Source: an optimization exercise on an open RTL-to-GDS flow (aim: small area, a short achievable clock period and few clock cycles). Production flows keep margins and buffers that such runs may drop.
Function was checked by simulation only, so behaviour that the tests miss may differ from the original.
Power and IR drop assume default switching activity.

before:
Design dshot_tdec, start of the top module:
module dshot_tdec (
    input  wire        clk,
    input  wire        rst,             
    input  wire        cfg_scheme,      
    input  wire [6:0]  cfg_tol,         
    input  wire        cfg_csum_inv,    
    input  wire [15:0] cfg_nom_period,  
    input  wire        in_valid,
    output wire        in_ready,
    input  wire        in_end,
    input  wire        in_level,        
    input  wire [15:0] in_high,         
    input  wire [15:0] in_len,          
    output reg         out_valid,
    output reg  [2:0]  out_status,
    output reg  [15:0] out_raw
);
    localparam [2:0] STAT_OK   = 3'd0;
    localparam [2:0] STAT_CSUM = 3'd2;
    localparam [2:0] STAT_INS  = 3'd3;
    localparam [2:0] STAT_BSF  = 3'd4;
    localparam [1:0] E_NONE = 2'd0, E_INS = 2'd1, E_BSF = 2'd2;
    localparam [1:0] A_IDLE = 2'd0, A_DIV = 2'd1, A_READY = 2'd2, A_HAND = 2'd3;
    localparam [1:0] DV_IDLE = 2'd0, DV_RUN = 2'd1, DV_DONE = 2'd2, DV_DONE2 = 2'd3;
    localparam [1:0] OWN_A = 2'd0, OWN_IN = 2'd1, OWN_B = 2'd2;
    reg        cs;
    reg [6:0]  ctol;
    reg        cinv;
    reg [15:0] cpn;
    always @(posedge clk) begin
        cs   <= cfg_scheme;
        ctol <= cfg_tol;
        cinv <= cfg_csum_inv;
        cpn  <= cfg_nom_period;
    end
    reg        in_ready_r;    
    reg        nrdy;          
    reg        v1, e1, lv1;
    reg [15:0] h1, l1;
    reg [5:0]  cnt;
    reg [20:0] acc;           
    reg [20:0] nacc;          
    reg [15:0] ra;            
    reg [15:0] rb;            
    reg        errf;          
    reg        n0zero;        
  ...
export LEC_CHECK = 0
export CAP_MARGIN = 20
export CORE_MARGIN = 2
export CORE_UTILIZATION = 40
export CTS_CLUSTER_DIAMETER = 80
export CTS_CLUSTER_SIZE = 25
export SLEW_MARGIN = 20
create_clock -name core_clock -period 20.0 [get_ports {clk}]
run.sh (not shown) runs the stock make flow with config.mk's settings and CLKGATE_MAP_FILE= SYNTH_SCRIPT=/design/flow/synth_recipe.tcl, a recipe that flattens the netlist after the stock synthesis.
Testbench counts of before, summed over its fixed seeds: cycles 16,293.
#### Input delta (after over before)
--- a/flow/design.v
+++ b/flow/design.v
@@ -128,30 +128,30 @@
     wire [4:0]  cum_nx = (csum6 > 6'd21) ? 5'd21 : csum6[4:0];
     wire [4:0]  cum_iss = (b_j == 5'd0) ? 5'd0 : r1_v ? cum_nx : cum;
     wire        slow_need = r1_v && r1_big;    
     wire        r1_stall = slow_need;
     wire        b_tok    = (b_estat != E_NONE);
     wire        b_issue  = b_act && !r1_stall;
     wire        b_lastis = b_tok || (b_left == 6'd1);
-    wire        b_take   = (a_st == A_READY) && (!b_act || (b_issue && b_lastis));
+    wire        b_take   = (a_st == A_READY) && ((!b_act && !r1_stall) || (b_issue && b_lastis));
     wire b_div = slow_need && dv_idle && !v1_div_a && !v1_div_in;
     wire dv_start = v1_div_a || v1_div_in || b_div;
     wire [15:0] bd  = bq;    
     wire [16:0] bdd = {bd, 1'b0};
     wire [17:0] by1 = {1'b0, bdd} - {2'b0, b_p};
     wire [16:0] byp = by1[16:0];
     wire        ge1 = !by1[17];
     wire        ge3 = ge1 && (byp >= {b_p, 1'b0});
     wire        ge5 = ge1 && ({1'b0, byp} >= {b_p, 2'b0});
     wire        ge7 = ge1 && ({2'b0, byp} >= {b_t3, 1'b0});
     wire        eq1 = (by1 == 18'd0);
     wire        eq3 = ge1 && (byp == {b_p, 1'b0});
     wire        eq5 = ge1 && ({1'b0, byp} == {b_p, 2'b0});
     wire [2:0]  c_f = ge7 ? 3'd4 : ge5 ? 3'd3 : ge3 ? 3'd2 : ge1 ? 3'd1 : 3'd0;
-    wire [17:0] cp_f = ge7 ? {2'b0, b_p} : ge5 ? b_t3 : ge3 ? {1'b0, b_p, 1'b0} :
+    wire [17:0] cp_f = ge5 ? b_t3 : ge3 ? {1'b0, b_p, 1'b0} :
                        ge1 ? {2'b0, b_p} : 18'd0;
     wire        is_last = (b_left == 6'd1);
     reg [1:0] a_st_n;
     always @(*) begin
         a_st_n = a_st;
         case (a_st)
             A_IDLE:  if (proc_end) a_st_n = (estat_in == E_NONE) ? A_DIV : A_READY;
@@ -286,15 +286,15 @@
                 ddv = 21'd1;
             end else begin
                 dx  = acc;
                 ddv = nacc;
             end
         end else begin
             dx  = {5'd0, r1_d};
-            ddv = {5'd0, r1_cp[15:0]};
+            ddv = {5'd0, b_p};
         end
     end
     wire [9:0] hz_t = {1'b0, a_rr, 2'b00} + (dv_q[1] ? {2'b0, ctol, 1'b0} : 10'd0)
                                          + (dv_q[0] ? {3'b0, ctol} : 10'd0);
     reg  [2:0] hz_dig;
     reg  [9:0] hz_sub;
     always @(*) begin
@@ -406,25 +406,23 @@
                     r1_chk <= (b_j < 5'd2);
                     r1_err <= eq1;
                     r1_bit <= ge1 && !eq1;
                 end
             end
         end else if (dv_done2 && dv_own == OWN_B) begin
             r1_d   <= dv_rem[15:0];
-            r1_cp  <= dv_up ? r1_cp : 18'd0;
+            r1_cp  <= dv_up ? {2'b0, b_p} : 18'd0;
             r1_c   <= slow_c;
             r1_big <= 1'b0;
             r1_chk <= !r1_last;
             r1_err <= r1_err || (!r1_last && dv_tie);
         end
     end
-    wire [18:0] dv_x  = {3'b0, r1_d} - {1'b0, r1_cp};             
-    wire [18:0] dv_y  = dv_x + {3'b0, tq_1};                         
-    wire        dv_hi = !dv_x[18] && (dv_x[17:0] > {2'b0, tq_1});    
-    wire        r1_fail = r1_err || (r1_chk && (dv_hi || dv_y[18]));
+    wire [18:0] dv_y  = {3'b0, r1_d} + {3'b0, tq_1} - {1'b0, r1_cp};
+    wire        r1_fail = r1_err || (r1_chk && (dv_y[18] || (dv_y[17:0] > {1'b0, tq_1, 1'b0})));
     wire        r1_mv = r1_v && !r1_stall;
     wire [4:0]  gpos  = 5'd20 - cum_eff;
     always @(posedge clk) begin
         if (rst)
             r2_v <= 1'b0;
         else
             r2_v <= r1_mv;
## What came out
Delta (after minus before): combinational share of power lower, instance count of the mapped netlist roughly the same, detail-routed net length per standard cell higher.
Compared with before, in after part of the power in the clock network went up by 2.2 points; area of placed instances shows no meaningful change; total power went up 2.4%; maximum VDD drop climbed 1.9%.
Compared after against before; synthesized-area fraction occupied by ao, oa, aoi and oai cells within noise.
Comparing before with after, the total nets after synthesis came out essentially unchanged.
[compare] base=before new=after: number of standard cells in the final layout excluding fillers neither gained nor lost much, overall die area barely changed, wire length of the first global-routing pass went up by 4.9 mm.
Higher minimum clock period after layout among before and after: after
Testbench counts of after, summed over its fixed seeds: cycles 16,293.

[what the ideal ports hide]
No port has a modelled driver above. Below, the same layouts with a new extraction and two added sets of constraints.
Step 1, drivers: a clkbuf_16 drives clk and a buf_2 each remaining input, both assumed.
Step 2 adds t to the input delays and takes it off the output delays; t is the mean of the earliest and latest rising clock arrival at the registers after step 1. Input paths then give back, and output paths get back, about the clock's delay inside the block.
Three values: no drivers, after step 1, after step 2; two values: the first two.
| run | t, ns | setup WS [ns] | cell pins on the clock port's net |
|---|---|---|---|
| before | 0.768 | 14.191 / 14.169 / 14.067 | 1 |
| after | 0.787 | 13.971 / 13.971 / 13.971 | 1 |
After both steps setup and hold are still met in every run listed. For before, which loses most, drivers alone change the setup slack by -0.022 ns; drivers and shift together by -0.124 ns.
